From an optimization exercise on the open Yosys and OpenROAD flow, aimed at small area, a short achievable clock period and few clock cycles; shortcuts taken in it are not production practice.
No run shown here included a check of the RTL's function; only the layout flow was run.
Power is estimated from default activity; no workload was simulated.

==> flow/design.v <==
module dither_core (
    input  wire        clk,
    input  wire        rst,             
    input  wire        start,
    input  wire [1:0]  cfg_mode,        
    input  wire        cfg_invert,
    input  wire        cfg_frame,
    input  wire        cfg_pack,        
    input  wire [7:0]  cfg_threshold,
    input  wire [15:0] cfg_width,
    input  wire [15:0] cfg_height,
    output reg         busy,
    output reg         done,
    output reg         error,
    input  wire        in_valid,
    output reg         in_ready,
    input  wire [15:0] in_data,
    output reg         out_valid,
    input  wire        out_ready,
    output reg  [7:0]  out_data,
    output reg         out_last
);
    localparam [15:0] FULL = 16'd65280;
    localparam        RW   = 28;           
    localparam        NV   = 60;           
    reg        idle;         
    reg [1:0]  mode;
    reg        pack;
    reg        invert;
    reg        frame;
    reg [7:0]  thr;
    reg [6:0]  wsrc;         
    reg [2:0]  wsel;         
    reg [15:0] rl;           
    wire fs  = !pack && mode == 2'd0;
    wire atk = !pack && mode == 2'd1;
    wire ord = mode == 2'd2;
    wire [5:0] wm1 = {wsel, 3'b111};       
    reg        run;          
    reg        err_st;       
    reg        hdr_act;      
    reg [3:0]  hdr_idx;
    reg        trl_act;      
    reg [2:0]  trl_idx;
    reg        pend_full;    
    reg [7:0]  pend_data;
    reg        pend_last;
    reg [5:0]  x;            
    reg [5:0]  p;            
    reg        row0, row1;   
    reg [2:0]  ym;           
    reg        vq;           
    reg [15:0] dq;
    reg        first;        
    reg        second;       
    reg [6:0]  bits;
    wire start_ok = start && !busy && !rst;
    wire geom_bad = (cfg_width == 16'd0) || (cfg_width > 16'd64) || (cfg_height == 16'd0);
    wire al      = (p == x);
    wire be      = (x[2:0] == 3'd7);
    wire lastcol = (x == wm1);
    wire real_px = ({1'b0, x} < wsrc);
    wire lastrow = (rl == 16'd1);
    wire padok   = (!be || !pend_full) && !(lastcol && row0 && hdr_act);
    wire proc    = run && al && (real_px ? vq : padok);
    wire [5:0] x_inc = lastcol ? 6'd0 : x + 6'd1;
    wire [5:0] p_inc = (p == wm1 || p == 6'd63) ? 6'd0 : p + 6'd1;
    wire [5:0] x1     = proc ? x_inc : x;
    wire       rowst  = proc && lastcol;          
    wire       run1   = run && !(rowst && lastrow);
    wire       row0_1 = rowst ? 1'b0 : row0;
    wire       row1_1 = rowst ? row0 : row1;
    wire [15:0] rl1   = rowst ? rl - 16'd1 : rl;
    wire       lastrow1 = (rl1 == 16'd1);
    wire out_free   = !out_valid || out_ready;
    wire hdr_load   = out_free && hdr_act;
    wire hdr_act1   = hdr_act && !(hdr_load && hdr_idx == 4'd12);
    wire pend_take  = out_free && !hdr_act && pend_full;
    wire push       = proc && be;
    wire pend_full1 = push || (pend_full && !pend_take);
    wire [5:0] p1       = p_inc;
    wire       al1      = (p1 == x1);
    wire       be1      = (x1[2:0] == 3'd7);
    wire       lastcol1 = (x1 == wm1);
    wire       real1    = ({1'b0, x1} < wsrc);
    wire [5:0] x1_inc   = lastcol1 ? 6'd0 : x1 + 6'd1;
    wire [5:0] p1_inc   = (p1 == wm1) ? 6'd0 : p1 + 6'd1;
    function ok2;
        input [5:0] xx;
        input       r0;
        ok2 = (xx[2:0] != 3'd7 || !pend_full1) && !(xx == wm1 && r0 && hdr_act);
    endfunction
    wire       rdyA = run1 && !(lastcol1 && lastrow1) && ({1'b0, x1_inc} < wsrc)
                      && ok2(x1_inc, row0_1 && !lastcol1);
    wire       rdyB = run1 && (p1_inc == x1) && real1 && ok2(x1, row0_1);
    wire       padproc1 = run1 && al1 && !real1 && (!be1 || !pend_full1)
                          && !(lastcol1 && row0_1 && hdr_act1);
    wire       realgo1  = run1 && al1 && real1;
    wire       vq1      = in_valid && in_ready;
    wire       in_ready_nx = (realgo1 ? vq1 : padproc1) ? rdyA : rdyB;
    reg  [RW-1:0] vr [0:NV-1];
    reg  [RW-1:0] e1, e2, e3, e4;
    reg  [RW-1:0] tap;
    always @(*) begin
        case (wsel)
            3'd0: tap = vr[3];
            3'd1: tap = vr[11];
            3'd2: tap = vr[19];
            3'd3: tap = vr[27];
            3'd4: tap = vr[35];
            3'd5: tap = vr[43];
            3'd6: tap = vr[51];
            default: tap = vr[59];
        endcase
    end
    reg  signed [16:0] ea, eb, ec;
    reg  signed [16:0] cc;        
    reg               wb;        
    reg               wb_x0;     
    reg               wb_x1;     
    function signed [13:0] atk_a;
        input signed [16:0] e;
        atk_a = (e >>> 3) + $signed({13'd0, e[16] && e[2:0] != 3'd0});
    endfunction
    function rnd16;
        input signed [16:0] e;
        rnd16 = e[16] && e[3:0] != 4'd0;
    endfunction
    function [1:0] l3;
        input [3:0] r;
        l3 = (r >= 4'd11) ? 2'd2 : (r >= 4'd6) ? 2'd1 : 2'd0;
    endfunction
    function [2:0] l5;
        input [3:0] r;
        l5 = (r >= 4'd13) ? 3'd4 : (r >= 4'd10) ? 3'd3 : (r >= 4'd7) ? 3'd2 : (r >= 4'd4) ? 3'd1 : 3'd0;
    endfunction
    function [2:0] l7;
        input [3:0] r;
        l7 = (r >= 4'd14) ? 3'd6 : (r >= 4'd12) ? 3'd5 : (r >= 4'd10) ? 3'd4 : (r >= 4'd7) ? 3'd3 :
             (r >= 4'd5) ? 3'd2 : (r >= 4'd3) ? 3'd1 : 3'd0;
    endfunction
    wire signed [12:0] za = ea >>> 4;
    wire signed [12:0] zb = eb >>> 4;
    wire signed [12:0] zc = ec >>> 4;
    wire signed [16:0] fs_t1 = wb_x1 ? 17'sd0 : zc + $signed({16'd0, rnd16(ec)});
    wire signed [16:0] fs_t5 = (zb <<< 2) + zb + $signed({14'd0, l5(eb[3:0])}) + $signed({16'd0, rnd16(eb)});
    wire signed [16:0] fs_t3 = wb_x0 ? 17'sd0 : (za <<< 1) + za + $signed({15'd0, l3(ea[3:0])}) + $signed({16'd0, rnd16(ea)});
    wire signed [16:0] fs_fin = fs_t1 + fs_t5 + fs_t3;
    wire signed [13:0] a_l  = proc ? e3[13:0] : e3[27:14];    
    wire signed [13:0] a_c  = e2[13:0];                       
    wire signed [13:0] a_r  = e1[13:0];                       
    wire signed [13:0] a_d  = e2[27:14];                      
    wire signed [15:0] atk_c = ((row0_1 || x1 == 6'd0) ? 16'sd0 : a_l)
                             + (row0_1 ? 16'sd0 : a_c)
                             + ((row0_1 || lastcol1) ? 16'sd0 : a_r)
                             + ((row0_1 || row1_1) ? 16'sd0 : a_d);
    wire signed [16:0] c_nx = atk ? atk_c : (row0_1 ? 17'sd0 : $signed(e2[16:0]));
    wire        dq_big = (dq[15:8] == 8'hFF) && (dq[7:0] != 8'd0);
    wire [15:0] fval   = (!real_px || dq_big) ? FULL : dq;
    wire signed [18:0] za19 = {{6{za[12]}}, za};
    wire signed [18:0] ea19 = {{5{ea[16]}}, ea[16:3]};
    wire signed [18:0] eb19 = {{5{eb[16]}}, eb[16:3]};
    wire signed [18:0] op1  = first ? 19'sd0 : fs ? (za19 <<< 3) : ea19;
    wire signed [18:0] op2  = first ? 19'sd0 : fs ? ~za19 : (second ? 19'sd0 : eb19);
    wire        [3:0]  op3  = first ? 4'd0 :
                          fs ? {1'b0, l7(ea[3:0])} + 4'd1 + {3'd0, rnd16(ea)} :
                          {3'd0, ea[16] && ea[2:0] != 3'd0} + {3'd0, !second && eb[16] && eb[2:0] != 3'd0};
    wire signed [18:0] v    = $signed({3'b000, fval}) + cc + op1 + op2 + $signed({15'd0, op3});
    wire        d_white = ($signed(v[18:8]) >= $signed({3'b000, thr}));
    wire signed [16:0] e_new = d_white ? v[16:0] - 17'sd65280 : v[16:0];
    wire [7:0]  fh    = fval[15:8];
    wire [5:0]  bm    = {x[0] ^ ym[0], ym[0], x[1] ^ ym[1], ym[1], x[2] ^ ym[2], ym[2]};
    wire        o_black = ({2'b00, fh} + 10'd126) < ({2'b00, bm, 2'b00} + {2'b00, thr});
    wire        n_black = (fh < thr);
    wire        p_black = real_px && (dq != 16'd0);
    wire        black   = pack ? p_black : (fs || atk) ? !d_white : ord ? o_black : n_black;
    wire        pix_bit = pack ? black : (black ^ invert);
    reg [7:0] hdr_byte;
    always @(*) begin
        case (hdr_idx)
            4'd0:  hdr_byte = 8'h1B;
            4'd1:  hdr_byte = 8'h40;
            4'd2:  hdr_byte = 8'h1B;
            4'd3:  hdr_byte = 8'h61;
            4'd4:  hdr_byte = 8'h01;
            4'd5:  hdr_byte = 8'h1D;
            4'd6:  hdr_byte = 8'h76;
            4'd7:  hdr_byte = 8'h30;
            4'd8:  hdr_byte = 8'h00;
            4'd9:  hdr_byte = {4'b0, 1'b0, wsel} + 8'd1;
            4'd10: hdr_byte = 8'h00;
            4'd11: hdr_byte = rl[7:0];
            default: hdr_byte = rl[15:8];
        endcase
    end
    reg [7:0] trl_byte;
    always @(*) begin
        case (trl_idx)
            3'd0, 3'd3: trl_byte = 8'h1B;
            3'd1, 3'd4: trl_byte = 8'h64;
            default:    trl_byte = 8'h02;
        endcase
    end
    wire [2:0] cfg_wsel = cfg_width[5:3] - {2'b0, cfg_width[2:0] == 3'd0};
    integer i;
    always @(posedge clk) begin
        if (wb && atk)
            vr[0] <= {e4[13:0], atk_a(ea)};
        else
            vr[0] <= e4;
        if (wb && fs)
            vr[1] <= {{(RW-17){fs_fin[16]}}, fs_fin};
        else
            vr[1] <= vr[0];
        for (i = 2; i < NV; i = i + 1)
            vr[i] <= vr[i-1];
        e1 <= tap;
        e2 <= e1;
        e3 <= e2;
        e4 <= e3;
        cc <= c_nx;
        dq <= in_data;
        if (idle) begin
            mode   <= cfg_mode;
            pack   <= cfg_pack;
            invert <= cfg_invert;
            frame  <= cfg_frame;
            thr    <= cfg_threshold;
            wsrc   <= cfg_width[6:0];
            wsel   <= cfg_wsel;
            rl     <= cfg_height;
            x      <= 6'd0;
            p      <= 6'd63;
            row0   <= 1'b1;
            row1   <= 1'b0;
            ym     <= 3'd0;
            first  <= 1'b1;
            second <= 1'b0;
        end else begin
            x  <= x1;
            p  <= p_inc;
            rl <= rl1;
            row0 <= row0_1;
            row1 <= row1_1;
            if (rowst)
                ym <= ym + 3'd1;
            if (proc) begin
                first  <= lastcol;
                second <= first;
            end
        end
        if (proc) begin
            ea <= e_new;
            eb <= ea;
            ec <= eb;
            if (be)
                pend_data <= {bits, pix_bit};
            else
                bits <= {bits[5:0], pix_bit};
            if (be)
                pend_last <= lastcol && lastrow && !frame;
        end
        wb    <= proc;
        wb_x0 <= proc && first;
        wb_x1 <= proc && second;
    end
    always @(posedge clk) begin
        if (rst) begin
            busy      <= 1'b0;
            idle      <= 1'b1;
            done      <= 1'b0;
            error     <= 1'b0;
            in_ready  <= 1'b0;
            out_valid <= 1'b0;
            out_last  <= 1'b0;
            run       <= 1'b0;
            err_st    <= 1'b0;
            hdr_act   <= 1'b0;
            trl_act   <= 1'b0;
            pend_full <= 1'b0;
            vq        <= 1'b0;
        end else begin
            done  <= 1'b0;
            error <= 1'b0;
            vq    <= in_valid && in_ready;
            if (start_ok) begin
                busy    <= 1'b1;
                idle    <= 1'b0;
                hdr_idx <= 4'd0;
                trl_idx <= 3'd0;
                if (geom_bad) begin
                    err_st   <= 1'b1;
                    in_ready <= 1'b0;
                end else begin
                    run      <= 1'b1;
                    hdr_act  <= cfg_frame;
                    in_ready <= 1'b1;
                end
            end else begin
                in_ready <= in_ready_nx;
                run      <= run1;
                if (rowst && lastrow)
                    trl_act <= frame;
                if (err_st) begin
                    err_st <= 1'b0;
                    busy   <= 1'b0;
                    idle   <= 1'b1;
                    done   <= 1'b1;
                    error  <= 1'b1;
                end
                pend_full <= pend_full1;
                if (out_free) begin
                    if (hdr_act) begin
                        out_valid <= 1'b1;
                        out_data  <= hdr_byte;
                        out_last  <= 1'b0;
                        hdr_idx   <= hdr_idx + 4'd1;
                        if (hdr_idx == 4'd12)
                            hdr_act <= 1'b0;
                    end else if (pend_full) begin
                        out_valid <= 1'b1;
                        out_data  <= pend_data;
                        out_last  <= pend_last;
                    end else if (trl_act && !run) begin
                        out_valid <= 1'b1;
                        out_data  <= trl_byte;
                        out_last  <= (trl_idx == 3'd5);
                        trl_idx   <= trl_idx + 3'd1;
                        if (trl_idx == 3'd5)
                            trl_act <= 1'b0;
                    end else begin
                        out_valid <= 1'b0;
                        if (busy && !run && !err_st && !trl_act) begin
                            busy <= 1'b0;
                            idle <= 1'b1;
                            done <= 1'b1;
                        end
                    end
                end
            end
        end
    end
endmodule
==> flow/run.sh <==
#!/bin/bash
# synth_recipe.tcl (not shown) runs the flow's synth.tcl, then flattens the netlist and writes it again
# the make line also repeats each setting of config.mk as NAME=value (left out here)
make -C /OpenROAD-flow-scripts/flow DESIGN_CONFIG=/design/flow/config.mk WORK_HOME=/design/flow/orfs CLKGATE_MAP_FILE= SYNTH_SCRIPT=/design/flow/synth_recipe.tcl finish
==> flow/config.mk <==
export PLATFORM = sky130hd
export DESIGN_NAME = dither_core
export DESIGN_NICKNAME = dither_core
export VERILOG_FILES = /design/flow/design.v
export SDC_FILE = /design/flow/constraint.sdc
export NUM_CORES = 8
export LEC_CHECK = 0
export CAP_MARGIN = 20
export CORE_MARGIN = 2
export CORE_UTILIZATION = 25
export PLACE_DENSITY = 0.4
export SLEW_MARGIN = 20
==> flow/constraint.sdc <==
create_clock -name core_clock -period 24.0 [get_ports {clk}]
set_input_delay 4.8000 -clock core_clock [delete_from_list [all_inputs] [get_ports {clk}]]
set_output_delay 4.8000 -clock core_clock [all_outputs]
set_load 0.01 [all_outputs]
==> results of run 1 <==
==> per-stage QoR <==
step                cells  hold slack (ns)  instance area [µm²]
CTS                  7132            0.286                65400
global placement     6781            0.310                58900
floorplan            3920            0.310                54600
global route         7133            0.306                65400
detailed placement   6781            0.312                58900
finish               7134            0.293                65400
==> Yosys cell counts, drive strengths merged (7+ instances only) <==
master | number | area (µm²)
dfxtp | 1876 | 37600
nand2 | 222 | 836
ha | 186 | 2330
nor2 | 173 | 649
inv | 162 | 608
a21oi | 122 | 622
o21ai | 107 | 536
edfxtp | 105 | 3150
fa | 100 | 2000
xnor2 | 84 | 743
clkbuf | 80 | 300
xor2 | 66 | 593
nand3 | 46 | 230
a21o | 39 | 293
nor3 | 39 | 200
a22oi | 38 | 285
nor2b | 37 | 231
and2 | 31 | 194
a222oi | 30 | 300
a31oi | 27 | 199
buf | 27 | 138
mux2 | 25 | 285
nand2b | 25 | 156
o21a | 23 | 173
nor4 | 21 | 146
o2111ai | 20 | 175
and3 | 19 | 119
o21bai | 17 | 128
nand4 | 15 | 93.8
a211oi | 13 | 103
mux2i | 12 | 136
a221oi | 11 | 96.3
or4 | 11 | 82.6
o22ai | 10 | 62.6
or3 | 8 | 50.1
a22o | 7 | 61.3
or2 | 7 | 43.8
==> sequential cells by signal, indices dropped and copies added, names as in the netlist, 28 cells and up <==
name,cells
vr,1680
e1,28
e2,28
e3,28
e4,28
==> layer usage <==
metal | wire, µm | GRT usage | share of wire
met1 | 57100 | 0.144 | 0.51
met5 | 0 | 0 | 0
met3 | 4390 | 0.0222 | 0.039
met4 | 3570 | 0.0428 | 0.032
met2 | 47600 | 0.150 | 0.42
==> where the power goes <==
part / internal, mW / switching [mW]
Combinational: 0.105 / 0.157
Sequential: 3.90 / 0.205
Clock: 1.76 / 1.27
Total: 5.77 / 1.64
==> area by class of cell <==
type	count	area (µm²)
Fill cell	21600	152000
Clock inverter	73	933
Sequential cell	1981	40700
Multi-Input combinational cell	1669	12900
Timing Repair Buffer	114	1050
Inverter	163	612
Tap cell	2854	3570
Antenna cell	2	5.00
Clock buffer	278	5630
==> worst max-delay path by stage <==
stage                         to  depth (start not counted)     from
floorplan                bits[0]                         31  wsrc[5]
global placement         bits[0]                         30     x[5]
detailed placement       bits[0]                         28     x[5]
CTS                      bits[0]                         28     x[5]
global route        pend_data[0]                         30     x[2]
finish              pend_data[0]                         30     x[2]
==> placed cells by master, fill, tap and decap left out, types with 10 or more instances in the layout <==
master           count
a21o_1              39
and2_1              30
a211oi_1            12
a31oi_1             25
or4_1               10
nor2b_1             34
dfxtp_1           1875
a221oi_1            11
mux2i_1             10
nor3_1              36
o21bai_1            17
clkinv_2            34
xnor2_1             83
edfxtp_1           105
xor2_1              64
fa_1               100
o21ai_0            104
nand3_1             46
a22oi_1             38
o21a_1              23
a222oi_1            30
ha_1               182
clkbuf_16          195
nand2b_1            25
clkbuf_8            44
inv_1              161
clkdlybuf4s50_1     79
bufinv_16           11
nand4_1             15
nand2_1            221
a21oi_1            121
o2111ai_1           20
mux2_2              24
o22ai_1             10
clkbuf_1            39
and3_1              19
nor2_1             173
nor4_1              19
buf_4               35
==> kinds of logic after synthesis <==
| family | synth area share |
|---|---|
| adder cells (fa/ha/maj) | 0.0792 |
| XOR/XNOR | 0.0249 |
| AO/OA/AOI/OAI | 0.0660 |
| multiplexers | 0.00772 |
| buffers and inverters | 0.0192 |
| flip-flops | 0.745 |
| AND/OR/NAND/NOR | 0.0579 |
==> run summary, run 1 <==
run status=timing/DRC/antenna clean; Hold Fails Final Rpt=0; I/O Pins=80; Rows=171; RR Startpoint=x[2]; Slowest-stage cell, CP=dfxtp_1; fin crit share=0.349; mapped cell area=0.0546 mm²; Placer Congestion=0.799; FF-to-FF setup slack=15.63 ns; GRT Total Usage=0.102; capturing point of the worst reg2reg path=pend_data[0]; Pleak=26.5 nW; WP buf/inv=2; Post-Route WL=113000 µm; first-pass GRT wire length=173000 µm; PD cells=113 mW/mm²; Setup crit start kind=register; Mean Syn Cell Area=13.9 µm²; synth unique cells=88; layout cells sized above 1=0.0954; leading register cell type out of synthesis=dfxtp_1; Longest Clk Path Bufs=3; fin crit period=8.37 ns; endpoint class of the critical path=register; vias in the first global route=27.9k; Die Wd=472 µm; Synth Register Bits=1981; Arrival @ worst endpoint=8.93 ns; core area=0.217 mm²; clk sink count=1981; Sum Neg Setup Slack=0 ns; die footprint=0.222 mm²; global route overflow=0; post-layout util=0.301; Seq/Total Area, Yosys=0.745; final setup fails=0; later-pin clock latency in the skew report=0.84 ns; Residual DRC=0; largest net degree at the start of global routing=55; Hold Startpoint=vr[15][16]; measured slew at the worst slew-check pin=0.980 ns; Rel. slew slack=0.345; # hold bufs at CTS=0; syn_nets=4272; Yosys warnings=2; Slew Viols, Final=0; Clk pin slew, worst setup/hold paths=0.07 ns; Post-synth ARST share=0; Power, Total=7.41 mW; Gate Count Post-Synth=3920; vias per std cell=3.84; WL/cell=15.8 µm; critical-path maximum fanout=11; router iterations before antenna repair=5; via count=27.4k; setup ws final=15.63 ns; TritonCTS clock tree=yes; Initial Util=0.252; Syn-to-layout area delta=19.8%; Hold Crit Endpoint=vr[16][16]; hpwl dp=74800 µm; Min-Delay Path Depth=0; Top Family by Delay on Critical Path=compound AO/OA/AOI/OAI gates; WS Path Type=register to register; antenna viol nets, final=0; most used cell, CP=fa_1; RSZ-0062 raised after global routing=no; CTS resizes=0; input/output buffers=79; EDFF count, synth=105; HP Class=register to register; CP required=24.56 ns; clk_skew=0.0446 ns; maximum vdd ir drop=0.0000805 V; Inserted Clock Buffers=192; H-tree level count=4; Worst Setup Slack post-DPL=15.63 ns; initial DRC count=1455; CP peak stage delay=0.62 ns; R2R cell count=30; post-CTS setup buffers=0; Die Y-Extent=472 µm; nets@finish=4473; root buffer selected by CTS=clkbuf_16; max-cap viol count=0; fmax=0.119 GHz; initial antenna violation count=4
==> inputs of run 2 (changes only) <==
==> flow/flow/run.sh (new file) <==
#!/bin/bash
# Own layout flow: the standard synthesis and ORFS steps, with the timing
# repair asked to keep a setup margin (the clock and constraints are the standard flow's).
set -euo pipefail
bash standard.sh synth > synth.log 2>&1
bash standard.sh SETUP_SLACK_MARGIN=18 "BUFFER_PORTS_ARGS=-buffer_cell sky130_fd_sc_hd__buf_2" finish > layout.log 2>&1
==> flow/standard.sh (new file) <==
#!/bin/bash
# synth_recipe.tcl (not shown) runs the flow's synth.tcl, then flattens the netlist and writes it again
# the make line also repeats each setting of config.mk as NAME=value (left out here)
make -C /OpenROAD-flow-scripts/flow DESIGN_CONFIG=/design/flow/config.mk WORK_HOME=/design/flow/orfs CLKGATE_MAP_FILE= SYNTH_SCRIPT=/design/flow/synth_recipe.tcl "${@:-finish}"
removed: flow/run.sh
==> run summary, run 2 <==
WP buf/inv=6 (+4); antenna viol nets, final=0 (unchanged); Placer Congestion=0.793 (-0.76%); fin crit share=0.283 (-0.0663); commonest non-fill, non-tap cells in the layout=dfxtp_1, nand2_1, clkbuf_16, ha_1, nor2_1; WS Path Type=register to register; grt met2 use=0.160 (+0.0105); post-synth top area cell=dfxtp_1; WL/cell=16.1 µm (+2.1%); router iterations before antenna repair=5 (unchanged); Hold Fails Final Rpt=0 (unchanged); Pleak=27.2 nW (+2.6%); fin crit period=6.78 ns (-1.59 ns); Layout Cells excl Fill=7240 (+1.5%); top-area cell type share of the netlist area=0.687 (unchanged); Initial Util=0.252 (unchanged); Seq/Total Area, Yosys=0.745 (unchanged); Post-Route WL=117000 µm (+3.6%); input/output buffers=79 (unchanged); Mean Syn Cell Area=13.9 µm² (unchanged); Synth top cells by count=dfxtp_1, nand2_1, ha_1; GR Util met3=0.0195 (-0.00268); Die Wd=472 µm (unchanged); I/O Pins=80 (unchanged); largest net degree at the start of global routing=73 (+33%); Clk pin slew, worst setup/hold paths=0.06 ns (about the same); Synth Register Bits=1981 (unchanged); global route overflow=0 (unchanged); initial antenna violation count=4 (unchanged); endpoint class of the critical path=register; syn_nets=4272 (unchanged); run status=timing/DRC/antenna clean; Hold Startpoint=vr[30][15]; Yosys warnings=2 (unchanged); measured slew at the worst slew-check pin=0.974 ns (-0.00576 ns); H-tree level count=4 (unchanged); TritonCTS clock tree=yes; via count=28.1k (+2.6%); Longest Clk Path Bufs=3 (unchanged); initial DRC count=1582 (+8.7%); synth unique cells=88 (unchanged); vias per std cell=3.88 (+1.1%); layout cells sized above 1=0.166 (+0.0708); maximum vdd ir drop=0.0000705 V (-12%); fmax=0.147 GHz (+23%); final setup fails=0 (unchanged); clk sink count=1981 (unchanged); crit path from=wsrc[5]; die footprint=0.222 mm² (unchanged); Slowest-stage cell, CP=fa_1; RR Startpoint=wsrc[5]; mapped cell area=0.0546 mm² (unchanged); max reg flops=1680 (unchanged); Area contributors post-synth=dfxtp_1, edfxtp_1, ha_1, fa_1, nand2_1; Die Y-Extent=472 µm (unchanged); Rows=171 (unchanged); Gate Count Post-Synth=3920 (unchanged); Sum Neg Setup Slack=0 ns (unchanged); WHS=0.299 ns (+0.00578 ns); Arrival @ worst endpoint=7.31 ns (-1.62 ns); nets@finish=4571 (+2.2%); leading register cell type out of synthesis=dfxtp_1; hpwl dp=76700 µm (+2.6%); CP peak stage delay=0.51 ns (-0.11 ns); max-cap viol count=0 (unchanged); # hold bufs at CTS=0 (unchanged); Residual DRC=0 (unchanged); EDFF count, synth=105 (unchanged); Reg with most FFs=vr; later-pin clock latency in the skew report=0.82 ns (-0.02 ns); most numerous cell in the Yosys netlist=dfxtp_1; HP Class=register to register; grt peak-use layer=met2; PD cells=111 mW/mm² (-1.8%); FF-to-FF setup slack=17.22 ns (+1.59 ns); placed cell count=6775 (-0.088%); Inserted Clock Buffers=192 (unchanged); clk_skew=0.0519 ns (+0.00728 ns); critical-path maximum fanout=5 (-6); first-pass GRT wire length=178000 µm (+3.2%); Syn-to-layout area delta=22.2%; Setup crit start kind=register; vias in the first global route=28.7k (+3.0%); met1 Use GR=0.146 (+0.00164); CP required=24.53 ns (-0.03 ns); Top Family by Delay on Critical Path=adder cells; GRT Total Usage=0.105 (+0.00316); core area=0.217 mm² (unchanged); Post-synth ARST share=0 (unchanged); commonest non-fill, non-tap cell in the layout=dfxtp_1; root buffer selected by CTS=clkbuf_16; RSZ-0062 raised after global routing=yes; Slew Viols, Final=0 (unchanged); Rel. slew slack=0.351 (+0.00542)
## run 2: changes by cell type in the layout (fill, tap and decap cells not counted), sizes merged, moves of 3 or more
cell / before / now
buf: 35 / 207
clkdlybuf4s50: 79 / 0
clkbuf: 278 / 265
clkinv: 48 / 59
inv: 173 / 178
bufinv: 11 / 14
## run 2: layout make-up
class                      count  area (µm²)
clock inverter                92        1130
timing repair inverter         1        8.76
inverter                     163         628
multi-input combinational   1671       13700
tap                         2854        3570
clock buffer                 265        5440
timing repair buffer         209        1560
antenna                        4        10.0
fill                       21600      150000
sequential                  1981       40700
## run 2: worst paths after layout
check / endpoint / cells after the start
hold reg to reg: vr[31][15] / 0
setup reg to reg: ea[8] / 32
setup / recovery: ea[8] / 32
hold / removal: vr[31][15] / 0
## run 2: through the flow
stage / setup WS [ns] / power [mW] / util / cell area (µm²)
floorplan: 17.46 / 4.25 / - / 54800
global placement: 15.71 / 4.46 / 0.270 / 58600
detailed placement: 15.69 / 4.46 / 0.270 / 58600
CTS: 17.09 / 7.56 / 0.306 / 66300
global route: 16.89 / 7.77 / 0.307 / 66700
finish: 17.22 / 7.42 / 0.307 / 66800
## run 2: power by group
part | total, mW | internal, mW | switching, mW | leakage, nW
clock network | 3.04 | 1.76 | 1.28 | 3.23
logic | 0.275 | 0.107 | 0.168 | 7.44
registers | 4.11 | 3.90 | 0.207 | 16.5
total | 7.42 | 5.77 | 1.66 | 27.2
## run 2: routing by layer
| layer | share of wire | vias to the layer above |
|---|---|---|
| met4 | 0.034 | 0 |
| li1 | - | 13800 |
| met3 | 0.038 | 217 |
| met5 | 0 | - |
| met1 | 0.49 | 13600 |
| met2 | 0.44 | 483 |
## run 2: kinds of logic (layout without fill, tap and decap cells)
group                      count (synthesis)  in the layout  share of synthesized area
DFF                                     1981           1981                      0.745
and+or+nand+nor                          670            671                     0.0579
AOI/OAI and AO/OA                        525            526                     0.0660
adders and majority gates                286            286                     0.0792
buffers and inverters                    270            730                     0.0192
xor gates and xnor gates                 151            151                     0.0249
muxes                                     37             37                    0.00772
other                                      0              4                          0
## run 2: what timing repair did
action / 4_1_cts / 5_1_grt
endpoints found under the setup margin: 66 / 58
setup buffers: 73 / 25
resized for setup: 129 / 49
gates cloned: 6 / 0
pin swaps: 66 / 58
==> inputs of run 3 (changes only) <==
--- a/flow/design.v
+++ b/flow/design.v
@@ -53,15 +53,17 @@
     reg [15:0] dq;
     reg        first;        
     reg        second;       
+    reg        al;           
+    reg        be;           
+    reg        lastcol;      
+    reg        real_px;      
+    reg        hdr_lag;      
+    reg        pe_lag;       
     reg [6:0]  bits;
     wire start_ok = start && !busy && !rst;
     wire geom_bad = (cfg_width == 16'd0) || (cfg_width > 16'd64) || (cfg_height == 16'd0);
-    wire al      = (p == x);
-    wire be      = (x[2:0] == 3'd7);
-    wire lastcol = (x == wm1);
-    wire real_px = ({1'b0, x} < wsrc);
     wire lastrow = (rl == 16'd1);
-    wire padok   = (!be || !pend_full) && !(lastcol && row0 && hdr_act);
+    wire padok   = (!be || pe_lag) && !(lastcol && row0 && hdr_lag);
     wire proc    = run && al && (real_px ? vq : padok);
     wire [5:0] x_inc = lastcol ? 6'd0 : x + 6'd1;
     wire [5:0] p_inc = (p == wm1 || p == 6'd63) ? 6'd0 : p + 6'd1;
@@ -85,16 +87,17 @@
     wire       real1    = ({1'b0, x1} < wsrc);
     wire [5:0] x1_inc   = lastcol1 ? 6'd0 : x1 + 6'd1;
     wire [5:0] p1_inc   = (p1 == wm1) ? 6'd0 : p1 + 6'd1;
+    wire       pe_lag1 = !pend_full && !push;
     function ok2;
         input [5:0] xx;
         input       r0;
-        ok2 = (xx[2:0] != 3'd7 || !pend_full1) && !(xx == wm1 && r0 && hdr_act);
+        ok2 = (xx[2:0] != 3'd7 || pe_lag1) && !(xx == wm1 && r0 && hdr_act);
     endfunction
     wire       rdyA = run1 && !(lastcol1 && lastrow1) && ({1'b0, x1_inc} < wsrc)
                       && ok2(x1_inc, row0_1 && !lastcol1);
     wire       rdyB = run1 && (p1_inc == x1) && real1 && ok2(x1, row0_1);
-    wire       padproc1 = run1 && al1 && !real1 && (!be1 || !pend_full1)
-                          && !(lastcol1 && row0_1 && hdr_act1);
+    wire       padproc1 = run1 && al1 && !real1 && (!be1 || pe_lag1)
+                          && !(lastcol1 && row0_1 && hdr_act);
     wire       realgo1  = run1 && al1 && real1;
     wire       vq1      = in_valid && in_ready;
     wire       in_ready_nx = (realgo1 ? vq1 : padproc1) ? rdyA : rdyB;
@@ -154,20 +157,25 @@
                              + (row0_1 ? 16'sd0 : a_c)
                              + ((row0_1 || lastcol1) ? 16'sd0 : a_r)
                              + ((row0_1 || row1_1) ? 16'sd0 : a_d);
-    wire signed [16:0] c_nx = atk ? atk_c : (row0_1 ? 17'sd0 : $signed(e2[16:0]));
+    wire signed [16:0] e_m2  = proc ? ea : eb;
+    wire               m2_ok = !(x1 == 6'd0 || x1 == 6'd1);
+    wire signed [15:0] a_m2  = m2_ok ? {{2{e_m2[16]}}, e_m2[16:3]} : 16'sd0;
+    wire               a_m2c = m2_ok && e_m2[16] && e_m2[2:0] != 3'd0;
+    wire signed [16:0] c_nx = atk ? atk_c + a_m2 + $signed({16'd0, a_m2c})
+                                  : (row0_1 ? 17'sd0 : $signed(e2[16:0]));
     wire        dq_big = (dq[15:8] == 8'hFF) && (dq[7:0] != 8'd0);
     wire [15:0] fval   = (!real_px || dq_big) ? FULL : dq;
     wire signed [18:0] za19 = {{6{za[12]}}, za};
     wire signed [18:0] ea19 = {{5{ea[16]}}, ea[16:3]};
-    wire signed [18:0] eb19 = {{5{eb[16]}}, eb[16:3]};
     wire signed [18:0] op1  = first ? 19'sd0 : fs ? (za19 <<< 3) : ea19;
-    wire signed [18:0] op2  = first ? 19'sd0 : fs ? ~za19 : (second ? 19'sd0 : eb19);
+    wire signed [18:0] op2  = (first || !fs) ? 19'sd0 : ~za19;
     wire        [3:0]  op3  = first ? 4'd0 :
                           fs ? {1'b0, l7(ea[3:0])} + 4'd1 + {3'd0, rnd16(ea)} :
-                          {3'd0, ea[16] && ea[2:0] != 3'd0} + {3'd0, !second && eb[16] && eb[2:0] != 3'd0};
+                          {3'd0, ea[16] && ea[2:0] != 3'd0};
     wire signed [18:0] v    = $signed({3'b000, fval}) + cc + op1 + op2 + $signed({15'd0, op3});
     wire        d_white = ($signed(v[18:8]) >= $signed({3'b000, thr}));
-    wire signed [16:0] e_new = d_white ? v[16:0] - 17'sd65280 : v[16:0];
+    wire [8:0]  vh_inc  = v[16:8] + 9'd1;
+    wire signed [16:0] e_new = d_white ? {~vh_inc[8], vh_inc[7:0], v[7:0]} : v[16:0];
     wire [7:0]  fh    = fval[15:8];
     wire [5:0]  bm    = {x[0] ^ ym[0], ym[0], x[1] ^ ym[1], ym[1], x[2] ^ ym[2], ym[2]};
     wire        o_black = ({2'b00, fh} + 10'd126) < ({2'b00, bm, 2'b00} + {2'b00, thr});
@@ -236,7 +244,15 @@
             ym     <= 3'd0;
             first  <= 1'b1;
             second <= 1'b0;
+            al      <= 1'b0;
+            be      <= 1'b0;
+            lastcol <= 1'b0;
+            real_px <= 1'b1;
         end else begin
+            al      <= al1;
+            be      <= be1;
+            lastcol <= lastcol1;
+            real_px <= real1;
             x  <= x1;
             p  <= p_inc;
             rl <= rl1;
@@ -260,6 +276,8 @@
             if (be)
                 pend_last <= lastcol && lastrow && !frame;
         end
+        hdr_lag <= hdr_act;
+        pe_lag  <= pe_lag1;
         wb    <= proc;
         wb_x0 <= proc && first;
         wb_x1 <= proc && second;
==> run summary, run 3 <==
max reg flops=1680 (unchanged); synth unique cells=98 (+11%); Setup crit start kind=register; Hold Fails Final Rpt=0 (unchanged); max-cap viol count=0 (unchanged); Power, Total=7.46 mW (+0.47%); TritonCTS clock tree=yes; clock share of power=0.414 (+0.005); Inserted Clock Buffers=196 (+2.1%); Die Wd=476 µm (+0.89%); fin crit period=6.82 ns (+0.0397 ns); commonest non-fill, non-tap cell in the layout=dfxtp_1; P_int=5.83 mW (+1.0%); Residual DRC=0 (unchanged); Arrival @ worst endpoint=7.52 ns (+0.21 ns); maximum vdd ir drop=0.0000647 V (-8.2%); layout cells sized above 1=0.163 (-0.00310); Synth top cells by count=dfxtp_1, nand2_1, ha_1; input/output buffers=79 (unchanged); vias in the first global route=29.5k (+2.7%); die footprint=0.226 mm² (+1.8%); commonest non-fill, non-tap cells in the layout=dfxtp_1, nand2_1, clkbuf_16, nor2_1, ha_1; CP peak stage delay=0.52 ns (about the same); run status=timing/DRC/antenna clean; Post-synth ARST share=0 (unchanged); CP required=24.70 ns (+0.17 ns); global route overflow=0 (unchanged); endpoint class of the critical path=register; initial antenna violation count=4 (unchanged); EDFF count, synth=88 (-16%); WHS=0.305 ns (+0.00676 ns); Yosys warnings=2 (unchanged); root buffer selected by CTS=clkbuf_16; mapped cell area=0.0556 mm² (+1.8%); clk_skew=0.0408 ns (-0.0111 ns); final setup fails=0 (unchanged); Worst Setup Slack post-DPL=15.59 ns (-0.107 ns); fmax=0.147 GHz (-0.58%); Placer Congestion=0.785 (-1.0%); first-pass GRT wire length=179000 µm (+0.72%); Seq/Total Area, Yosys=0.731 (-0.0142); Slowest-stage cell, CP=or4_4; Comb power frac=0.036 (about the same); Initial Util=0.251 (-0.000629); HP Class=register to register; Reg power frac=0.550 (-0.004); Longest Clk Path Bufs=3 (unchanged); # hold bufs at CTS=0 (unchanged); Syn-to-layout area delta=22.2% (about the same); vias per std cell=3.87 (-0.24%); hpwl dp=74800 µm (-2.6%); Synth Register Bits=1987 (+0.30%); RSZ-0062 raised after global routing=yes; Clk pin slew, worst setup/hold paths=0.06 ns (about the same); via count=29.1k (+3.5%); switching pwr=1.63 mW (-1.4%); Layout Cells excl Fill=7515 (+3.8%); Rel. slew slack=0.395 (+0.0440); Sum Neg Setup Slack=0 ns (unchanged); post-synth top area cell=dfxtp_1; setup ws final=17.18 ns (-0.0397 ns); antenna viol nets, final=0 (unchanged); Gate Count Post-Synth=4093 (+4.4%); fin crit share=0.284 (+0.00165); largest net degree at the start of global routing=41 (-44%); PD cells=110 mW/mm² (-1.3%); placed cell count=7066 (+4.3%); most used cell, CP=a21oi_2; Rows=173 (+1.2%); Pleak=28.1 nW (+3.3%); Slew Viols, Final=0 (unchanged); measured slew at the worst slew-check pin=0.907 ns (-0.0672 ns); clk sink count=1987 (+0.30%); critical-path maximum fanout=6 (+1); WS Path Type=register to register; sw frac=0.219 (-0.00415); Area contributors post-synth=dfxtp_1, edfxtp_1, ha_1, fa_1, nand2_1; initial DRC count=1419 (-10%); WL/cell=15.4 µm (-4.4%); Die Y-Extent=476 µm (+0.89%); leading register cell type out of synthesis=dfxtp_1; core area=0.222 mm² (+2.1%); syn_nets=4456 (+4.3%); H-tree level count=4 (unchanged); Mean Syn Cell Area=13.6 µm² (-2.5%); top-area cell type share of the netlist area=0.683 (-0.00395); I/O Pins=80 (unchanged); router iterations before antenna repair=8 (+3); later-pin clock latency in the skew report=0.83 ns (about the same); nets@finish=4736 (+3.6%); Post-Route WL=116000 µm (-0.74%); most numerous cell in the Yosys netlist=dfxtp_1; GRT Total Usage=0.104 (-0.00163); Reg with most FFs=vr
## run 3: cell count changes after synthesis, moves of 20 or more
cell	change
nor2_1	+20
mux2i_1	+24
a222oi_1	+26
a22oi_1	-35
a21oi_1	+59
nand2_1	+47
o21ai_0	-26
dfxtp_1	+23
## run 3: kinds of logic (layout without fill, tap and decap cells)
kind of cell               count (synthesis)  in the layout  share of synthesized area
AOI/OAI and AO/OA                        536            536                     0.0673
xor gates and xnor gates                 144            144                     0.0227
adders and majority gates                297            297                     0.0806
buffers and inverters                    285            731                     0.0197
DFF                                     1987           1987                      0.731
muxes                                     58             58                     0.0110
other                                      0              1                          0
and+or+nand+nor                          786            786                     0.0679
## run 3: routing by layer
layer,global-route usage,share of wire,up-vias
met5,0,0,-
met3,0.0230,0.039,207
met2,0.155,0.43,425
met1,0.145,0.50,14100
met4,0.0377,0.029,0
li1,-,-,14400
## run 3: area by class of cell
cell class / count / area [µm²]
clock buffer: 280 / 5700
clock inverter: 84 / 982
tap: 2975 / 3720
multi-input combinational: 1821 / 14900
inverter: 182 / 693
timing repair buffer: 185 / 1260
fill: 22400 / 154000
sequential: 1987 / 40700
antenna: 1 / 2.50
## run 3: timing repair
action	in CTS	in global routing
setup buffers	55	28
gates resized for setup	122	74
endpoints found under the setup margin	59	52
pin swaps	60	92
cloned	1	0
## run 3: worst max-delay path: cells and delay by family (launching register included)
kind	cells	cell delay, ns
and+or+nand+nor	11	2.27
DFF	1	0.34
adders and majority gates	6	1.86
buffers and inverters	5	0.29
xor gates and xnor gates	2	0.27
AOI/OAI and AO/OA	10	1.64
## run 3: worst paths after layout
check	from	endpoint	slack (ns)	cells past startpoint
worst max-delay path	lastcol	cc[14]	17.18	34
worst min-delay path	vr[5][27]	vr[6][27]	0.31	0
worst max register to register	lastcol	cc[14]	17.18	34
worst min register to register	vr[5][27]	vr[6][27]	0.31	0
## run 3: power by group through the flow
| stage | Sequential, mW | Combinational (mW) | Clock (mW) |
|---|---|---|---|
| floorplan | 4.07 | 0.172 | 0 |
| global placement | 4.17 | 0.264 | 0 |
| detailed placement | 4.17 | 0.263 | 0 |
| CTS | 4.11 | 0.272 | 3.20 |
| global route | 4.16 | 0.303 | 3.34 |
| finish | 4.10 | 0.271 | 3.09 |
## run 3: through the flow
step / utilization / cell area (µm²)
2_1_floorplan: - / 55800
3_3_place_gp: 0.269 / 59700
3_5_place_dp: 0.269 / 59700
4_1_cts: 0.304 / 67400
5_1_grt: 0.307 / 68000
6_report: 0.307 / 68000
==> inputs of run 4 (changes only) <==
--- a/flow/design.v
+++ b/flow/design.v
@@ -56,6 +56,7 @@
     reg        al;           
     reg        be;           
     reg        lastcol;      
+    reg        penult;       
     reg        real_px;      
     reg        hdr_lag;      
     reg        pe_lag;       
@@ -83,7 +84,7 @@
     wire [5:0] p1       = p_inc;
     wire       al1      = (p1 == x1);
     wire       be1      = (x1[2:0] == 3'd7);
-    wire       lastcol1 = (x1 == wm1);
+    wire       lastcol1 = proc ? penult : lastcol;
     wire       real1    = ({1'b0, x1} < wsrc);
     wire [5:0] x1_inc   = lastcol1 ? 6'd0 : x1 + 6'd1;
     wire [5:0] p1_inc   = (p1 == wm1) ? 6'd0 : p1 + 6'd1;
@@ -153,27 +154,34 @@
     wire signed [13:0] a_c  = e2[13:0];                       
     wire signed [13:0] a_r  = e1[13:0];                       
     wire signed [13:0] a_d  = e2[27:14];                      
-    wire signed [15:0] atk_c = ((row0_1 || x1 == 6'd0) ? 16'sd0 : a_l)
+    wire               x1_0 = proc ? lastcol : first;     
+    wire signed [15:0] atk_c = ((row0_1 || x1_0) ? 16'sd0 : a_l)
                              + (row0_1 ? 16'sd0 : a_c)
                              + ((row0_1 || lastcol1) ? 16'sd0 : a_r)
                              + ((row0_1 || row1_1) ? 16'sd0 : a_d);
-    wire signed [16:0] e_m2  = proc ? ea : eb;
-    wire               m2_ok = !(x1 == 6'd0 || x1 == 6'd1);
-    wire signed [15:0] a_m2  = m2_ok ? {{2{e_m2[16]}}, e_m2[16:3]} : 16'sd0;
-    wire               a_m2c = m2_ok && e_m2[16] && e_m2[2:0] != 3'd0;
-    wire signed [16:0] c_nx = atk ? atk_c + a_m2 + $signed({16'd0, a_m2c})
-                                  : (row0_1 ? 17'sd0 : $signed(e2[16:0]));
-    wire        dq_big = (dq[15:8] == 8'hFF) && (dq[7:0] != 8'd0);
-    wire [15:0] fval   = (!real_px || dq_big) ? FULL : dq;
+    wire signed [16:0] c_nx = atk ? atk_c : (row0_1 ? 17'sd0 : $signed(e2[16:0]));
+    wire        in_big = (in_data[15:8] == 8'hFF) && (in_data[7:0] != 8'd0);
+    wire [15:0] dq_nx  = (!real1 || in_big) ? FULL : in_data;
+    wire [15:0] fval   = dq;
     wire signed [18:0] za19 = {{6{za[12]}}, za};
     wire signed [18:0] ea19 = {{5{ea[16]}}, ea[16:3]};
-    wire signed [18:0] op1  = first ? 19'sd0 : fs ? (za19 <<< 3) : ea19;
-    wire signed [18:0] op2  = (first || !fs) ? 19'sd0 : ~za19;
-    wire        [3:0]  op3  = first ? 4'd0 :
-                          fs ? {1'b0, l7(ea[3:0])} + 4'd1 + {3'd0, rnd16(ea)} :
-                          {3'd0, ea[16] && ea[2:0] != 3'd0};
-    wire signed [18:0] v    = $signed({3'b000, fval}) + cc + op1 + op2 + $signed({15'd0, op3});
-    wire        d_white = ($signed(v[18:8]) >= $signed({3'b000, thr}));
+    wire signed [18:0] eb19 = {{5{eb[16]}}, eb[16:3]};
+    wire        [2:0]  lr   = l7(ea[3:0]) + {2'd0, rnd16(ea)};
+    wire        c8a = ea[16] && ea[2:0] != 3'd0;
+    wire        c8b = eb[16] && eb[2:0] != 3'd0;
+    wire [18:0] op0 = {3'b000, fval};
+    wire [18:0] op1 = cc;
+    wire [18:0] op2 = first ? 19'd0 : fs ? {za19[15:0], lr} : ea19;
+    wire [18:0] op3 = (first || (!fs && second)) ? 19'd0 : fs ? ~za19 : eb19;
+    wire        b1  = !first && (fs || c8a);
+    wire        b2  = !first && !fs && !second && c8b;
+    wire [18:0] s1  = op0 ^ op1 ^ op2;
+    wire [18:0] k1  = {(op0[17:0] & op1[17:0]) | (op0[17:0] & op2[17:0]) | (op1[17:0] & op2[17:0]), b1};
+    wire [18:0] s2  = s1 ^ k1 ^ op3;
+    wire [18:0] k2  = {(s1[17:0] & k1[17:0]) | (s1[17:0] & op3[17:0]) | (k1[17:0] & op3[17:0]), b2};
+    wire signed [18:0] v  = s2 + k2;
+    wire signed [18:0] vt = s2 + k2 - {3'b000, thr, 8'd0};
+    wire        d_white = !vt[18];
     wire [8:0]  vh_inc  = v[16:8] + 9'd1;
     wire signed [16:0] e_new = d_white ? {~vh_inc[8], vh_inc[7:0], v[7:0]} : v[16:0];
     wire [7:0]  fh    = fval[15:8];
@@ -227,7 +235,7 @@
         e3 <= e2;
         e4 <= e3;
         cc <= c_nx;
-        dq <= in_data;
+        dq <= dq_nx;
         if (idle) begin
             mode   <= cfg_mode;
             pack   <= cfg_pack;
@@ -247,11 +255,13 @@
             al      <= 1'b0;
             be      <= 1'b0;
             lastcol <= 1'b0;
+            penult  <= 1'b0;
             real_px <= 1'b1;
         end else begin
             al      <= al1;
             be      <= be1;
             lastcol <= lastcol1;
+            penult  <= (x1 == wm1 - 6'd1);
             real_px <= real1;
             x  <= x1;
             p  <= p_inc;
==> run summary, run 4 <==
main combinational cell family by area after synthesis=adder cells; Seq/Total Area, Yosys=0.751 (+0.0197); Rows=171 (-1.2%); Non-Filler Cell Area, Final=0.0663 mm² (-2.4%); commonest non-fill, non-tap cells in the layout=dfxtp_1, nand2_1, clkbuf_16, inv_1, a21oi_1; via count=27.8k (-4.4%); fin crit period=6.22 ns (-0.604 ns); Arrival @ worst endpoint=6.78 ns (-0.74 ns); Initial Util=0.251 (about the same); Synth Area in XOR/XNOR=0.0224 (-0.000303); fmax=0.161 GHz (+9.7%); layout cells sized above 1=0.148 (-0.0155); Residual DRC=0 (unchanged); Hold Fails Final Rpt=0 (unchanged); multiplexer area fraction after synthesis=0.0119 (+0.000842); Hold Startpoint=vr[7][3]; capturing point of the worst reg2reg path=ea[14]; most used cell, CP=buf_4; Inserted Clock Buffers=194 (-1.0%); RR Startpoint=ea[1]; Setup crit start kind=register; Hold Crit Endpoint=vr[8][3]; hpwl dp=71300 µm (-4.6%); placed instance area=0.0584 mm² (-2.3%); post-synth top area cell=dfxtp_1; HP Class=register to register; WS Path Type=register to register; Pleak=27.0 nW (-4.0%); CP peak stage delay=0.57 ns (+0.05 ns); Compound-Gate Fraction of Synth Area=0.0622 (-0.00513); syn_nets=4249 (-4.6%); Die Wd=471 µm (-1.1%); Rel. slew slack=0.295 (-0.0994); root buffer selected by CTS=clkbuf_16; vias in the first global route=28.3k (-3.9%); initial antenna violation count=5 (+1); # hold bufs at CTS=0 (unchanged); Min-Delay Path Depth=0 (unchanged); Sum Neg Setup Slack=0 ns (unchanged); CP required=24.56 ns (-0.14 ns); Area contributors post-synth=dfxtp_1, edfxtp_1, ha_1, fa_1, nand2_1; antenna viol nets, final=0 (unchanged); largest net degree at the start of global routing=62 (+51%); RSZ-0062 raised after global routing=yes; Slew Viols, Final=0 (unchanged); TritonCTS clock tree=yes; top-area cell type share of the netlist area=0.693 (+0.00923); Gate Count Post-Synth=3922 (-4.2%); fin crit share=0.259 (-0.0252); Longest Clk Path Bufs=3 (unchanged); Clk pin slew, worst setup/hold paths=0.06 ns (about the same); fill count=21.6k (-3.8%); most numerous cell in the Yosys netlist=dfxtp_1; Synth Register Bits=1988 (+0.050%); leading register cell type out of synthesis=dfxtp_1; R2R cell count=34 (unchanged); commonest non-fill, non-tap cell in the layout=dfxtp_1; core area=0.217 mm² (-2.2%); input/output buffers=79 (unchanged); EDFF count, synth=105 (+19%); clk_skew=0.0531 ns (+0.0123 ns); Mean Syn Cell Area=13.9 µm² (+2.1%); final setup fails=0 (unchanged); run status=timing/DRC/antenna clean; later-pin clock latency in the skew report=0.84 ns (about the same); Placer Congestion=0.784 (about the same); endpoint class of the critical path=register; H-tree level count=4 (unchanged); Post-Route WL=112000 µm (-3.4%); Die Y-Extent=471 µm (-1.1%); WL/cell=15.5 µm (+0.59%); maximum vdd ir drop=0.0000663 V (+2.4%); nets@finish=4529 (-4.4%); setup ws final=17.78 ns (+0.604 ns); Yosys warnings=2 (unchanged); FF-to-FF setup slack=17.78 ns (+0.60 ns); max reg flops=1680 (unchanged); vias per std cell=3.86 (-0.36%); mapped cell area=0.0544 mm² (-2.2%); synth unique cells=85 (-13%); first-pass GRT wire length=173000 µm (-3.4%); Syn-to-layout area delta=21.9%; max-cap viol count=0 (unchanged); Worst Setup Slack post-DPL=16.74 ns (+1.16 ns); PD cells=112 mW/mm² (+1.8%); WHS=0.278 ns (-0.0271 ns); global route overflow=0 (unchanged); initial DRC count=1560 (+9.9%); Slowest-stage cell, CP=fa_1; Post-synth ARST share=0 (unchanged); GRT Total Usage=0.102 (-0.00186); clk sink count=1988 (+0.050%); Simple-Gate Fraction of Synth Area=0.0617 (-0.00613); I/O Pins=80 (unchanged); router iterations before antenna repair=5 (-3); Post-Synth Adder-Cell Area=0.0734 (-0.00718); critical-path maximum fanout=6 (unchanged); measured slew at the worst slew-check pin=1.06 ns (+0.149 ns); die footprint=0.221 mm² (-2.1%); Synth top cells by count=dfxtp_1, nand2_1, ha_1; post-layout util=0.306 (-0.000476); Reg with most FFs=vr
## run 4: changes by cell type after synthesis, moves of 11 or more
cell      before   now
ha_1         195   164
nor3_1        35    46
nor2_1       193   152
a21oi_1      180   162
nand3_1       63    49
dfxtp_1     1899  1883
o21ai_0       78   101
or3_1         11    31
inv_1        178   159
edfxtp_1      88   105
## run 4: per-layer routing
metal,wire [µm],GRT usage,vias to the layer above
met5,0,0,-
met4,2440,0.0331,0
met3,4360,0.0217,169
met2,47600,0.150,443
met1,57600,0.147,13500
li1,-,-,13700
## run 4: what timing repair did
action | CTS | global route
cloned | 4 | 0
gates resized for setup | 119 | 35
pin swaps | 57 | 32
setup buffers | 56 | 10
endpoints found under the setup margin | 48 | 43
## run 4: worst max-delay path by stage
stage | cells after the start | start | end
after detailed placement | 27 | ea[1] | bits[0]
after global placement | 27 | ea[1] | ea[14]
after global routing | 30 | ea[1] | bits[0]
after floorplan | 6 | cfg_width[13] | hdr_act
after CTS | 1 | out_data[4] | out_data[4]
final | 34 | ea[1] | ea[14]
## run 4: worst max-delay path, delay by kind of cell (launching register included)
kind	cells	cell delay (ns)
AO/OA/AOI/OAI	9	1.38
adder cells (fa/ha/maj)	5	1.95
AND/OR/NAND/NOR	7	0.57
buffers and inverters	10	1.17
XOR/XNOR	3	0.50
flip-flops	1	0.37
## run 4: logic make-up (layout without fill, tap and decap cells)
logic type	Yosys count	in the layout
flip-flops	1988	1988
AND/OR/NAND/NOR	715	715
multiplexers	61	61
adder cells (fa/ha/maj)	261	261
buffers and inverters	256	693
XOR/XNOR	139	139
other	0	1
AO/OA/AOI/OAI	502	502
## run 4: cell type report
class	count	area [µm²]	share of cell area
multi-input combinational	1678	13400	0.201
sequential	1988	40900	0.616
tap	2854	3570	0.0538
inverter	162	616	0.00928
clock buffer	281	5630	0.0849
clock inverter	72	1040	0.0156
timing repair buffer	178	1270	0.0192
antenna	1	2.50	0.0000377
## run 4: report_power, final
group | internal (mW) | switching [mW]
Clock | 1.78 | 1.29
Sequential | 3.89 | 0.194
Combinational | 0.104 | 0.158
## run 4: metrics by stage
step	cells	total power, mW
2_1_floorplan	3922	4.22
3_3_place_gp	6790	4.41
3_5_place_dp	6790	4.41
4_1_cts	7203	7.55
5_1_grt	7214	7.76
6_report	7214	7.41
==> inputs of run 5 (changes only) <==
--- a/flow/config.mk
+++ b/flow/config.mk
@@ -7,6 +7,6 @@
 export LEC_CHECK = 0
 export CAP_MARGIN = 20
 export CORE_MARGIN = 2
-export CORE_UTILIZATION = 25
-export PLACE_DENSITY = 0.4
+export CORE_UTILIZATION = 50
+export PLACE_DENSITY = 0.65
 export SLEW_MARGIN = 20
==> run summary, run 5 <==
run status=timing/DRC/antenna clean; placed instance area=0.0565 mm² (-3.2%); Longest Clk Path Bufs=3 (unchanged); commonest non-fill, non-tap cell in the layout=dfxtp_1; TritonCTS clock tree=yes; Mean Syn Cell Area=13.9 µm² (unchanged); hpwl dp=62600 µm (-12%); # hold bufs at CTS=0 (unchanged); P_int=5.63 mW (-2.5%); Clk pin slew, worst setup/hold paths=0.07 ns (about the same); grt met2 use=0.272 (+0.122); syn_nets=4249 (unchanged); fin crit period=6.31 ns (+0.0880 ns); WL/cell=17.6 µm (+14%); core area=0.108 mm² (-50%); Post-Route WL=101000 µm (-9.9%); root buffer selected by CTS=clkbuf_16; EDFF count, synth=105 (unchanged); PD cells=112 mW/mm² (+0.61%); clock share of power=0.394 (-0.020); HP Class=register to register; vias in the first global route=27.5k (-3.1%); CP required=24.49 ns (-0.07 ns); synth unique cells=85 (unchanged); Area contributors post-synth=dfxtp_1, edfxtp_1, ha_1, fa_1, nand2_1; via count=28.0k (+0.58%); Yosys warnings=2 (unchanged); vias per std cell=4.89 (+27%); endpoint class of the critical path=register; Comb power frac=0.036 (about the same); mapped cell area=0.0544 mm² (unchanged); later-pin clock latency in the skew report=0.77 ns (-0.07 ns); clk sink count=1988 (unchanged); Arrival @ worst endpoint=6.80 ns (+0.02 ns); Synth Register Bits=1988 (unchanged); initial DRC count=1951 (+25%); H-tree level count=4 (unchanged); Die Y-Extent=334 µm (-29%); Setup crit start kind=register; leading register cell type out of synthesis=dfxtp_1; GRT Total Usage=0.181 (+0.0792); WS Path Type=register to register; first-pass GRT wire length=156000 µm (-9.9%); diode count=0 (-1); Gate Count Post-Synth=3922 (unchanged); Seq/Total Area, Yosys=0.751 (unchanged); met1 Use GR=0.262 (+0.116); Rows=121 (-29%); Reg with most FFs=vr; Inserted Clock Buffers=173 (-11%); Pleak=26.5 nW (-1.6%); final setup fails=0 (unchanged); antenna viol nets, final=0 (unchanged); Synth top cells by count=dfxtp_1, nand2_1, ha_1; sw frac=0.214 (-0.00745); maximum vdd ir drop=0.0000747 V (+13%); clk_skew=0.0286 ns (-0.0245 ns); fin crit share=0.263 (+0.00367); grt peak-use layer=met2; Hold Fails Final Rpt=0 (unchanged); commonest non-fill, non-tap cells in the layout=dfxtp_1, nand2_1, clkbuf_16, inv_1, a21oi_1; switching pwr=1.53 mW (-6.6%); Placer Congestion=0.866 (+10%); Reg power frac=0.570 (+0.019); Die Wd=334 µm (-29%); input/output buffers=79 (unchanged); initial antenna violation count=5 (unchanged); Residual DRC=0 (unchanged); critical-path maximum fanout=8 (+2); Syn-to-layout area delta=17.1%; fill count=8389 (-61%); WHS=0.307 ns (+0.0289 ns); fmax=0.159 GHz (-1.4%); die footprint=0.112 mm² (-50%); Slew Viols, Final=0 (unchanged); top-area cell type share of the netlist area=0.693 (unchanged); max reg flops=1680 (unchanged); Rel. slew slack=0.305 (+0.00961); GR Util met3=0.0342 (+0.0125); global route overflow=0 (unchanged); Non-Filler Cell Area, Final=0.0637 mm² (-4.0%); I/O Pins=80 (unchanged); Post-synth ARST share=0 (unchanged); post-synth top area cell=dfxtp_1; measured slew at the worst slew-check pin=1.04 ns (-0.0144 ns); Sum Neg Setup Slack=0 ns (unchanged); most numerous cell in the Yosys netlist=dfxtp_1; RSZ-0062 raised after global routing=yes; largest net degree at the start of global routing=61 (-1.6%); router iterations before antenna repair=6 (+1); nets@finish=4486 (-0.95%); max-cap viol count=0 (unchanged); Initial Util=0.502 (+0.251); layout cells sized above 1=0.139 (-0.00880)
run 5: cell counts after synthesis:
Identical to the previous run, type by type.
run 5: per-layer routing:
layer	part of all wire	up-vias
met5	0	-
met4	0.025	0
met3	0.049	179
met2	0.44	618
met1	0.49	13500
li1	-	13600
run 5: final timing paths:
path	start	to	slack [ns]	cells past startpoint
min reg2reg	vr[26][16]	vr[27][16]	0.31	0
max	mode[0]	bits[0]	17.70	25
max reg2reg	mode[0]	bits[0]	17.70	25
min	vr[26][16]	vr[27][16]	0.31	0
run 5: logic make-up (layout without fill, tap and decap cells):
| group | Yosys count | count (layout) | share of synthesized area |
|---|---|---|---|
| buffers and inverters | 256 | 638 | 0.0179 |
| AO/OA/AOI/OAI | 502 | 502 | 0.0622 |
| adder cells (fa/ha/maj) | 261 | 261 | 0.0734 |
| AND/OR/NAND/NOR | 715 | 715 | 0.0617 |
| XOR/XNOR | 139 | 139 | 0.0224 |
| flip-flops | 1988 | 1988 | 0.751 |
| multiplexers | 61 | 61 | 0.0119 |
run 5: power by group through the flow:
stage / registers (mW) / logic, mW / clock network [mW]
after CTS: 4.09 / 0.257 / 2.88
after global routing: 4.14 / 0.285 / 3.01
after global placement: 4.14 / 0.241 / 0
final: 4.08 / 0.259 / 2.82
after floorplan: 4.06 / 0.163 / 0
after detailed placement: 4.15 / 0.243 / 0
run 5: layout make-up:
type	count	area (µm²)	share of cell area
Clock buffer	249	5040	0.0791
Clock inverter	71	916	0.0144
Inverter	162	616	0.00966
Multi-Input combinational cell	1678	13400	0.210
Sequential cell	1988	40900	0.641
Tap cell	1414	1770	0.0278
Timing Repair Buffer	156	1160	0.0181
run 5: timing repair:
item                                    in CTS  in global routing
cloned                                       4                  0
endpoints found under the setup margin      48                 43
gates resized for setup                    101                 51
buffers inserted                            33                 21
pin swaps                                   34                 48
run 5: stage by stage:
| stage | cells | power (mW) | util | setup WS, ns |
|---|---|---|---|---|
| 3_3_place_gp | 5340 | 4.38 | 0.521 | 16.93 |
| 4_1_cts | 5697 | 7.23 | 0.584 | 17.74 |
| 6_report | 5718 | 7.16 | 0.588 | 17.70 |
| 5_1_grt | 5718 | 7.44 | 0.588 | 17.39 |
| 3_5_place_dp | 5340 | 4.40 | 0.521 | 16.79 |
| 2_1_floorplan | 3922 | 4.22 | - | 17.92 |
run 5: worst max-delay path: stages, from the launching register on:
cell and delay [ns]:
edfxtp_1 0.45, or3_4 0.44, buf_12 0.15, nand2_1 0.06
a21oi_1 0.09, fa_1 0.54, inv_1 0.06, fa_1 0.56
inv_1 0.05, ha_2 0.19, or4_1 0.51, or3_1 0.31
o211ai_1 0.28, inv_1 0.10, a21oi_2 0.19, xnor2_2 0.17
ha_1 0.29, o21ai_1 0.08, nand2b_1 0.07, a221o_1 0.31
a211oi_2 0.20, o311ai_2 0.17, xnor2_2 0.21, clkbuf_16 0.19
o211ai_1 0.24, a31oi_2 0.14
==> inputs of run 6 (changes only) <==
--- a/flow/config.mk
+++ b/flow/config.mk
@@ -8,5 +8,7 @@
 export CAP_MARGIN = 20
 export CORE_MARGIN = 2
 export CORE_UTILIZATION = 50
+export CTS_CLUSTER_DIAMETER = 50
+export CTS_CLUSTER_SIZE = 32
 export PLACE_DENSITY = 0.65
 export SLEW_MARGIN = 20
==> run summary, run 6 <==
CP peak stage delay=0.58 ns (+0.02 ns); largest net degree at the start of global routing=61 (unchanged); Inserted Clock Buffers=112 (-35%); Clk pin slew, worst setup/hold paths=0.11 ns (+0.04 ns); nets@finish=4424 (-1.4%); Syn-to-layout area delta=13.9%; Area contributors post-synth=dfxtp_1, edfxtp_1, ha_1, fa_1, nand2_1; most numerous cell in the Yosys netlist=dfxtp_1; Die Wd=334 µm (unchanged); Longest Clk Path Bufs=3 (unchanged); # hold bufs at CTS=0 (unchanged); Pleak=25.7 nW (-3.2%); Slew Viols, Final=0 (unchanged); Residual DRC=0 (unchanged); Seq/Total Area, Yosys=0.751 (unchanged); clk_skew=0.0493 ns (+0.0207 ns); H-tree level count=3 (-1); Die Y-Extent=334 µm (unchanged); Setup crit start kind=register; Yosys warnings=2 (unchanged); input/output buffers=79 (unchanged); core area=0.108 mm² (unchanged); synth unique cells=85 (unchanged); Post-synth ARST share=0 (unchanged); critical-path maximum fanout=6 (-2); Gate Count Post-Synth=3922 (unchanged); vias in the first global route=26.6k (-3.1%); fin crit period=6.20 ns (-0.100 ns); commonest non-fill, non-tap cells in the layout=dfxtp_1, nand2_1, inv_1, a21oi_1, nor2_1; Mean Syn Cell Area=13.9 µm² (unchanged); WL/cell=17.7 µm (+0.14%); EDFF count, synth=105 (unchanged); initial DRC count=2027 (+3.9%); vias per std cell=4.91 (+0.23%); Rows=121 (unchanged); clk sink count=1988 (unchanged); Post-Route WL=99100 µm (-1.7%); Initial Util=0.502 (unchanged); top-area cell type share of the netlist area=0.693 (unchanged); CP required=24.45 ns (-0.04 ns); Arrival @ worst endpoint=6.65 ns (-0.15 ns); measured slew at the worst slew-check pin=0.985 ns (-0.0564 ns); Hold Fails Final Rpt=0 (unchanged); Sum Neg Setup Slack=0 ns (unchanged); global route overflow=0 (unchanged); later-pin clock latency in the skew report=0.73 ns (-0.04 ns); post-synth top area cell=dfxtp_1; die footprint=0.112 mm² (unchanged); final setup fails=0 (unchanged); leading register cell type out of synthesis=dfxtp_1; endpoint class of the critical path=register; run status=timing/DRC/antenna clean; fill count=8598 (+2.5%); Synth top cells by count=dfxtp_1, nand2_1, ha_1; Placer Congestion=0.866 (unchanged); GRT Total Usage=0.176 (-0.00483); maximum vdd ir drop=0.0000886 V (+19%); Reg with most FFs=vr; PD cells=107 mW/mm² (-5.0%); WS Path Type=register to register; Slowest-stage cell, CP=fa_1; post-layout util=0.572 (-0.0160); syn_nets=4249 (unchanged); via count=27.5k (-1.6%); max-cap viol count=0 (unchanged); root buffer selected by CTS=clkbuf_16; RSZ-0062 raised after global routing=yes; HP Class=register to register; fmax=0.161 GHz (+1.6%); Rel. slew slack=0.343 (+0.0386); antenna viol nets, final=0 (unchanged); initial antenna violation count=4 (-1); first-pass GRT wire length=153000 µm (-2.2%); max reg flops=1680 (unchanged); mapped cell area=0.0544 mm² (unchanged); fin crit share=0.259 (-0.00418); TritonCTS clock tree=yes; Synth Register Bits=1988 (unchanged); router iterations before antenna repair=6 (unchanged); layout cells sized above 1=0.120 (-0.0188); hpwl dp=62600 µm (unchanged); commonest non-fill, non-tap cell in the layout=dfxtp_1; I/O Pins=80 (unchanged)
run 6: cell counts after synthesis:
Identical to the previous run, type by type.
run 6: cell type report:
class / count / area [µm²] / share of cell area
flip-flops and latches: 1988 / 40900 / 0.659
multi-input cells: 1678 / 13200 / 0.214
clock buffers: 119 / 2880 / 0.0465
well taps: 1414 / 1770 / 0.0285
clock inverters: 94 / 1510 / 0.0243
repair buffers: 155 / 1100 / 0.0178
inverters: 162 / 616 / 0.00993
diodes: 2 / 5.00 / 0.0000807
run 6: layer usage:
layer / GRT usage / part of all wire
met3: 0.0266 / 0.051
met4: 0.0556 / 0.030
met1: 0.265 / 0.49
met2: 0.261 / 0.42
met5: 0 / 0
run 6: where the power goes:
part	total, mW	switching, mW	internal, mW
clock network	2.28	1.21	1.07
registers	4.08	0.193	3.89
logic	0.258	0.156	0.102
total	6.62	1.56	5.06
run 6: metrics by stage:
stage	power, mW	worst slack (ns)	instances	instance area (µm²)	hold WS (ns)
after CTS	6.68	17.76	5588	61600	0.307
after detailed placement	4.40	16.79	5340	56500	0.312
final	6.62	17.80	5612	62000	0.312
after global placement	4.38	16.93	5340	56500	0.310
after floorplan	4.22	17.92	3922	54500	0.310
after global routing	6.87	17.51	5610	62000	0.314
run 6: path summary, 6_finish.rpt:
check | startpoint | end | slack, ns | cells after the start
worst max-delay path | ea[2] | ea[14] | 17.80 | 29
worst min-delay path | vr[14][24] | vr[15][24] | 0.31 | 0
worst max register to register | ea[2] | ea[14] | 17.80 | 29
worst min register to register | vr[14][24] | vr[15][24] | 0.31 | 0
run 6: critical path: cells and delay by family, from the launching register on:
kind	cells	cell delay (ns)
xor+xnor	4	0.66
flops	1	0.40
compound gates	8	1.75
fa+ha+maj	6	1.90
simple gates	6	0.63
buf+inv	5	0.61
run 6: cell families (layout without fill, tap and decap cells):
| kind of cell | Yosys count | after routing | share of synthesized area |
|---|---|---|---|
| compound gates | 502 | 502 | 0.0622 |
| mux | 61 | 61 | 0.0119 |
| buf+inv | 256 | 530 | 0.0179 |
| flops | 1988 | 1988 | 0.751 |
| xor+xnor | 139 | 139 | 0.0224 |
| fa+ha+maj | 261 | 261 | 0.0734 |
| other cells | 0 | 2 | 0 |
| simple gates | 715 | 715 | 0.0617 |
run 6: repair_timing:
item                                    4_1_cts  5_1_grt
gates cloned                                  3        2
buffers inserted                             32       20
endpoints found under the setup margin       48       43
gates resized for setup                      83       44
pin swaps                                    39       57

==> port drivers added, routing unchanged <==
Ports are ideal in the flow. The routed layouts listed here were re-timed in OpenROAD.
Step 1 sets driving cells, clkbuf_16 on the clock port and buf_2 on the other inputs (assumed; they add their load-dependent delay and slew).
Step 2, shift: input delay + t, output delay - t, t = (earliest + latest rising clock arrival at the registers) / 2. This alone moves slack from input paths to output paths.
Three values: no drivers, after step 1, after step 2; two values: the first two.
run	shift t [ns]	setup WS [ns]	worst hold slack (ns)	worst register clock-pin slew, ns	pins driven straight from the clock port
run 1	0.899	15.629 / 15.629 / 15.629	0.293 / 0.293 / 0.293	0.07 / 0.07	1
run 2	0.871	17.219 / 17.219 / 17.219	0.299 / 0.299 / 0.299	0.07 / 0.07	1
run 3	0.895	17.179 / 17.179 / 17.179	0.305 / 0.305 / 0.305	0.06 / 0.06	1
run 4	0.885	17.783 / 17.732 / 17.598	0.278 / 0.278 / 0.278	0.07 / 0.07	1
run 5	0.825	17.695 / 17.695 / 17.546	0.307 / 0.307 / 0.307	0.07 / 0.07	1
run 6	0.774	17.795 / 17.795 / 17.540	0.312 / 0.312 / 0.312	0.11 / 0.11	1
After both steps setup and hold are still met in every run listed. For run 6, which loses most, drivers alone change the setup slack by 0.000 ns; drivers and shift together by -0.255 ns.
